Background: an optimization exercise with open tools, aiming at small area, a short achievable clock period and few clock cycles per item. Do not read the settings as production practice. Where RTL was checked, it was by simulation tests only, not by an equivalence proof against the original. Power figures rest on the tool's default switching activity, not on a simulated workload.

==> module bms_encoder, before the edit <==
module bms_encoder (
    input  wire        clk,
    input  wire        rst,
    input  wire [7:0]  a_local,
    input  wire        req_valid,
    output wire        req_ready,
    input  wire [2:0]  req_kind,
    input  wire [31:0] req_x0,
    input  wire [31:0] req_x1,
    input  wire [31:0] req_x2,
    input  wire [31:0] req_x3,
    input  wire [31:0] req_x4,
    input  wire [7:0]  req_u0,
    input  wire [7:0]  req_u1,
    input  wire [55:0] req_bitmap,
    output reg         out_valid,
    input  wire        out_ready,
    output reg         out_err,
    output wire [7:0]  out_err_idx,
    output wire [31:0] out_id,
    output wire [63:0] out_data
);
    wire k_va  = !req_kind[2] && !req_kind[0];           
    wire k_st  = req_kind == 3'd1;                       
    wire k_vc  = req_kind == 3'd3;                       
    wire k_tp  = req_kind == 3'd4;                       
    wire k_ch  = k_vc || k_tp;                           
    wire k_bal = req_kind == 3'd5;                       
    wire        h = req_kind[2];
    wire [15:0] lo0, lo1, lo2;
    wire [9:0]  hi0, hi1;
    wire        go0, go1, go2;
    wire        c0, c1, c2;
    bms_seg #(.W(42)) u_s0 (.x(req_x0), .h(h), .lo(lo0), .go(go0), .ca(c0), .hi(hi0));
    bms_seg #(.W(42)) u_s1 (.x(req_x1), .h(h), .lo(lo1), .go(go1), .ca(c1), .hi(hi1));
    wire [31:0] x2c = {{6{req_x2[25]}}, req_x2[25:0]};
    bms_seg #(.W(32)) u_s2 (.x(x2c), .h(!req_kind[0]), .lo(lo2), .go(go2), .ca(c2), .hi());
    wire [7:0] q2s, q3;
    bms_u8 u_q2s (.x(req_x2), .q(q2s));
    bms_u8 u_q3  (.x(req_x3), .q(q3));
    wire [7:0] q4 = req_x4[23:16] + {7'd0, req_x4[31] && (req_x4[15:0] != 16'd0)};
    wire ok0k, ok1k, ok2k, ok0h, ok1h, ok2h, ok2s, ok3s, ok4;
    bms_scale #(.XLO(-2147549),  .XHI(2147483))  u_ok0k (.x(req_x0), .ok(ok0k));
    bms_scale #(.XLO(-2147549),  .XHI(2147483))  u_ok1k (.x(req_x1), .ok(ok1k));
    bms_scale #(.XLO(-2147549),  .XHI(2147483))  u_ok2k (.x(req_x2), .ok(ok2k));
    bms_scale #(.XLO(-21475491), .XHI(21474836)) u_ok0h (.x(req_x0), .ok(ok0h));
    bms_scale #(.XLO(-21475491), .XHI(21474836)) u_ok1h (.x(req_x1), .ok(ok1h));
    bms_scale #(.XLO(-21475491), .XHI(21474836)) u_ok2h (.x(req_x2), .ok(ok2h));
    bms_scale #(.XLO(-257),      .XHI(65793))    u_ok2s (.x(req_x2), .ok(ok2s));
    bms_scale #(.XLO(-257),      .XHI(65793))    u_ok3s (.x(req_x3), .ok(ok3s));
    bms_scale #(.XLO(-8454143),  .XHI(8388607))  u_ok4  (.x(req_x4), .ok(ok4));
    wire [8:0] first = {1'b0, req_u0};
    wire [8:0] count = {1'b0, req_u1};
    wire [8:0] left = count - first;         
    wire use0 = !left[8] && (left[7:0] != 8'd0);
    wire use1 = !left[8] && (left[7:1] != 7'd0);
    wire use2 = !left[8] && ((left[7:2] != 6'd0) || (left[1:0] == 2'd3));
    wire f0 = use0 && !(h ? ok0h : ok0k);
    wire f1 = use1 && !(h ? ok1h : ok1k);
    wire f2 = use2 && !(h ? ok2h : ok2k);
    wire s_err = !ok0k || !ok1k || !ok2s || !ok3s || !ok4;
    wire [2:0] s_idx = !ok0k ? 3'd0 : !ok1k ? 3'd1 : !ok2s ? 3'd2 : !ok3s ? 3'd3 : 3'd4;
    wire       r_err = k_st ? s_err : k_ch ? (f0 || f1 || f2) : 1'b0;
    wire [2:0] r_idx = k_ch ? (f0 ? 3'd0 : f1 ? 3'd1 : 3'd2) : s_idx;
    reg [63:0] r_data;
    reg [3:0]  r_ci;
    always @(*) begin
        if (k_va) begin
            r_data = {lo0[15:10], hi0, lo0, lo1[15:10], hi1, lo1};
            r_ci   = {1'b0, c0, 1'b0, c1};
        end else if (k_st) begin
            r_data = {lo0, lo1, q2s, q3, q4, req_u0};
            r_ci   = {c0, c1, 2'b00};
        end else if (k_ch) begin
            r_data = {req_u0, req_u1,
                      use0 ? lo0 : 16'd0,
                      use1 ? lo1 : 16'd0,
                      use2 ? lo2 : 16'd0};
            r_ci   = {1'b0, use0 && c0, use1 && c1, use2 && c2};
        end else if (k_bal) begin
            r_data = {req_u0, req_bitmap};
            r_ci   = 4'd0;
        end else begin
            r_data = {req_u0, req_u1, 48'd0};
            r_ci   = 4'd0;
        end
    end
    reg [2:0]  out_kind;
    reg [2:0]  out_idx;
    reg [63:0] out_reg;
    reg [3:0]  out_ci;
    reg [1:0]  out_go;
    assign req_ready = !out_valid || out_ready;
    always @(posedge clk) begin
        if (rst) begin
            out_valid <= 1'b0;
        end else if (req_ready) begin
            out_valid <= req_valid;
        end
        if (req_ready) begin
            out_err  <= r_err;
            out_kind <= req_kind;
            out_idx  <= r_idx;
            out_reg  <= r_data;
            out_ci   <= r_ci;
            out_go   <= {go0, go1};
        end
    end
    wire o_ch = (out_kind == 3'd3) || (out_kind == 3'd4);
    assign out_err_idx = o_ch ? out_reg[63:56] + {6'd0, out_idx[1:0]} : {5'd0, out_idx};
    wire        o_va = !out_kind[2] && !out_kind[0];
    wire [15:0] l2 = out_reg[47:32] + {15'd0, out_ci[2]};
    wire [15:0] l0 = out_reg[15:0]  + {15'd0, out_ci[0]};
    wire        x2 = (&out_reg[47:32]) && out_ci[2];
    wire        x0 = (&out_reg[15:0])  && out_ci[0];
    wire [1:0]  c32_0 = {1'b0, out_go[1]} + {1'b0, x2};
    wire [1:0]  c32_1 = {1'b0, out_go[0]} + {1'b0, x0};
    wire [15:0] r3p = out_reg[63:48] + 16'd1, r1p = out_reg[31:16] + 16'd1;
    wire [9:0]  r3b = {out_reg[57:49] + 9'd1, out_reg[48]};
    wire [9:0]  r1b = {out_reg[25:17] + 9'd1, out_reg[16]};
    wire [9:0]  h3 = c32_0[1] ? r3b : c32_0[0] ? r3p[9:0] : out_reg[57:48];
    wire [9:0]  h1 = c32_1[1] ? r1b : c32_1[0] ? r1p[9:0] : out_reg[25:16];
    wire [15:0] l3 = o_va ? {{6{h3[9]}}, h3} : out_ci[3] ? r3p : out_reg[63:48];
    wire [15:0] l1 = o_va ? {{6{h1[9]}}, h1} : out_ci[1] ? r1p : out_reg[31:16];
    assign out_data = {l3, l2, l1, l0};
    reg [7:0] pt;
    always @(*) begin
        case (out_kind)
            3'd0: pt = 8'd38;
            3'd1: pt = 8'd45;
            3'd2: pt = 8'd40;
            3'd3: pt = 8'd41;
            3'd4: pt = 8'd43;
            3'd5: pt = 8'd42;
            default: pt = 8'd255;
        endcase
    end
    assign out_id = {16'h8000, pt, a_local};
endmodule
Settings: LEC_CHECK=0, CAP_MARGIN=20, CORE_MARGIN=2, CORE_UTILIZATION=40, SLEW_MARGIN=20; clock period 12.0 ns.
standard.sh (not shown) runs the stock make flow with config.mk's settings and CLKGATE_MAP_FILE= SYNTH_SCRIPT=/design/flow/synth_recipe.tcl, a recipe that flattens the netlist after the stock synthesis.
==> flow/flow/run.sh <==
#!/bin/bash
# Standard layout, with plain buf_2 cells as the port buffers and timing
# repair aimed at a setup slack of 6.4 ns.
set -euo pipefail
export BUFFER_PORTS_ARGS="-buffer_cell sky130_fd_sc_hd__buf_2"
export SETUP_SLACK_MARGIN=6.4
bash standard.sh > standard.log 2>&1
Edit:
--- a/flow/design.v
+++ b/flow/design.v
@@ -162,19 +162,18 @@
     wire [15:0] l2 = out_reg[47:32] + {15'd0, out_ci[2]};
     wire [15:0] l0 = out_reg[15:0]  + {15'd0, out_ci[0]};
     wire        x2 = (&out_reg[47:32]) && out_ci[2];
     wire        x0 = (&out_reg[15:0])  && out_ci[0];
     wire [1:0]  c32_0 = {1'b0, out_go[1]} + {1'b0, x2};
     wire [1:0]  c32_1 = {1'b0, out_go[0]} + {1'b0, x0};
-    wire [15:0] r3p = out_reg[63:48] + 16'd1, r1p = out_reg[31:16] + 16'd1;
-    wire [9:0]  r3b = {out_reg[57:49] + 9'd1, out_reg[48]};
-    wire [9:0]  r1b = {out_reg[25:17] + 9'd1, out_reg[16]};
-    wire [9:0]  h3 = c32_0[1] ? r3b : c32_0[0] ? r3p[9:0] : out_reg[57:48];
-    wire [9:0]  h1 = c32_1[1] ? r1b : c32_1[0] ? r1p[9:0] : out_reg[25:16];
-    wire [15:0] l3 = o_va ? {{6{h3[9]}}, h3} : out_ci[3] ? r3p : out_reg[63:48];
-    wire [15:0] l1 = o_va ? {{6{h1[9]}}, h1} : out_ci[1] ? r1p : out_reg[31:16];
+    wire [9:0]  r3a = out_reg[57:48] + 10'd1, r3b = out_reg[57:48] + 10'd2;
+    wire [9:0]  r1a = out_reg[25:16] + 10'd1, r1b = out_reg[25:16] + 10'd2;
+    wire [9:0]  h3 = c32_0[1] ? r3b : c32_0[0] ? r3a : out_reg[57:48];
+    wire [9:0]  h1 = c32_1[1] ? r1b : c32_1[0] ? r1a : out_reg[25:16];
+    wire [15:0] l3 = o_va ? {{6{h3[9]}}, h3} : out_reg[63:48] + {15'd0, out_ci[3]};
+    wire [15:0] l1 = o_va ? {{6{h1[9]}}, h1} : out_reg[31:16] + {15'd0, out_ci[1]};
     assign out_data = {l3, l2, l1, l0};
     reg [7:0] pt;
     always @(*) begin
         case (out_kind)
             3'd0: pt = 8'd38;
             3'd1: pt = 8'd45;
=>
- The changed run went through all stages and came out clean
- power is higher by 2.9%
- final cell count fell by 0.71%
- setup slack improved by 75 ps
- hold slack gains 67 ps
- synthesized area grows by 1.2%
- global-route usage hardly moves
- routed wire length hardly moves
- clock power climbs by 13%
- die area increases by 1.2%
- first-iteration DRC count goes down by 9.9%
- sequential power is about the same
- synthesized cell count decreases by 0.88%
- final area barely changes
- via count went down by 0.48%
Testbench counts after the change, summed over its fixed seeds: cycles 16,008, items 16,000.
For the first run of this note, only the layout was checked, not whether the RTL still works.

## re-timing with driven ports
How much do the figures lean on ideal ports? The routed layouts below were timed once more, with nothing changed but the port constraints.
Step 1: set_driving_cell puts a clkbuf_16 on clk and a buf_2 on each other input, an assumption about the parent block.
Step 2, shift: input delay + t, output delay - t, t = (earliest + latest rising clock arrival at the registers) / 2. This alone moves slack from input paths to output paths.
Slacks: ideal / step 1 / step 2; pairs: ideal / step 1.
| run | t, ns | setup WS [ns] | clock arrival spread, ns | pins driven straight from the clock port |
|---|---|---|---|---|
| the first run | 0.392 | 6.379 / 6.142 / 5.750 | 0.015 / 0.014 | 1 |
| the second run | 0.399 | 6.454 / 6.266 / 5.867 | 0.006 / 0.006 | 1 |
After both steps every run listed still meets setup and hold. The setup slack of the first run, which loses most, moves by -0.237 ns with the drivers and by -0.629 ns with both steps.
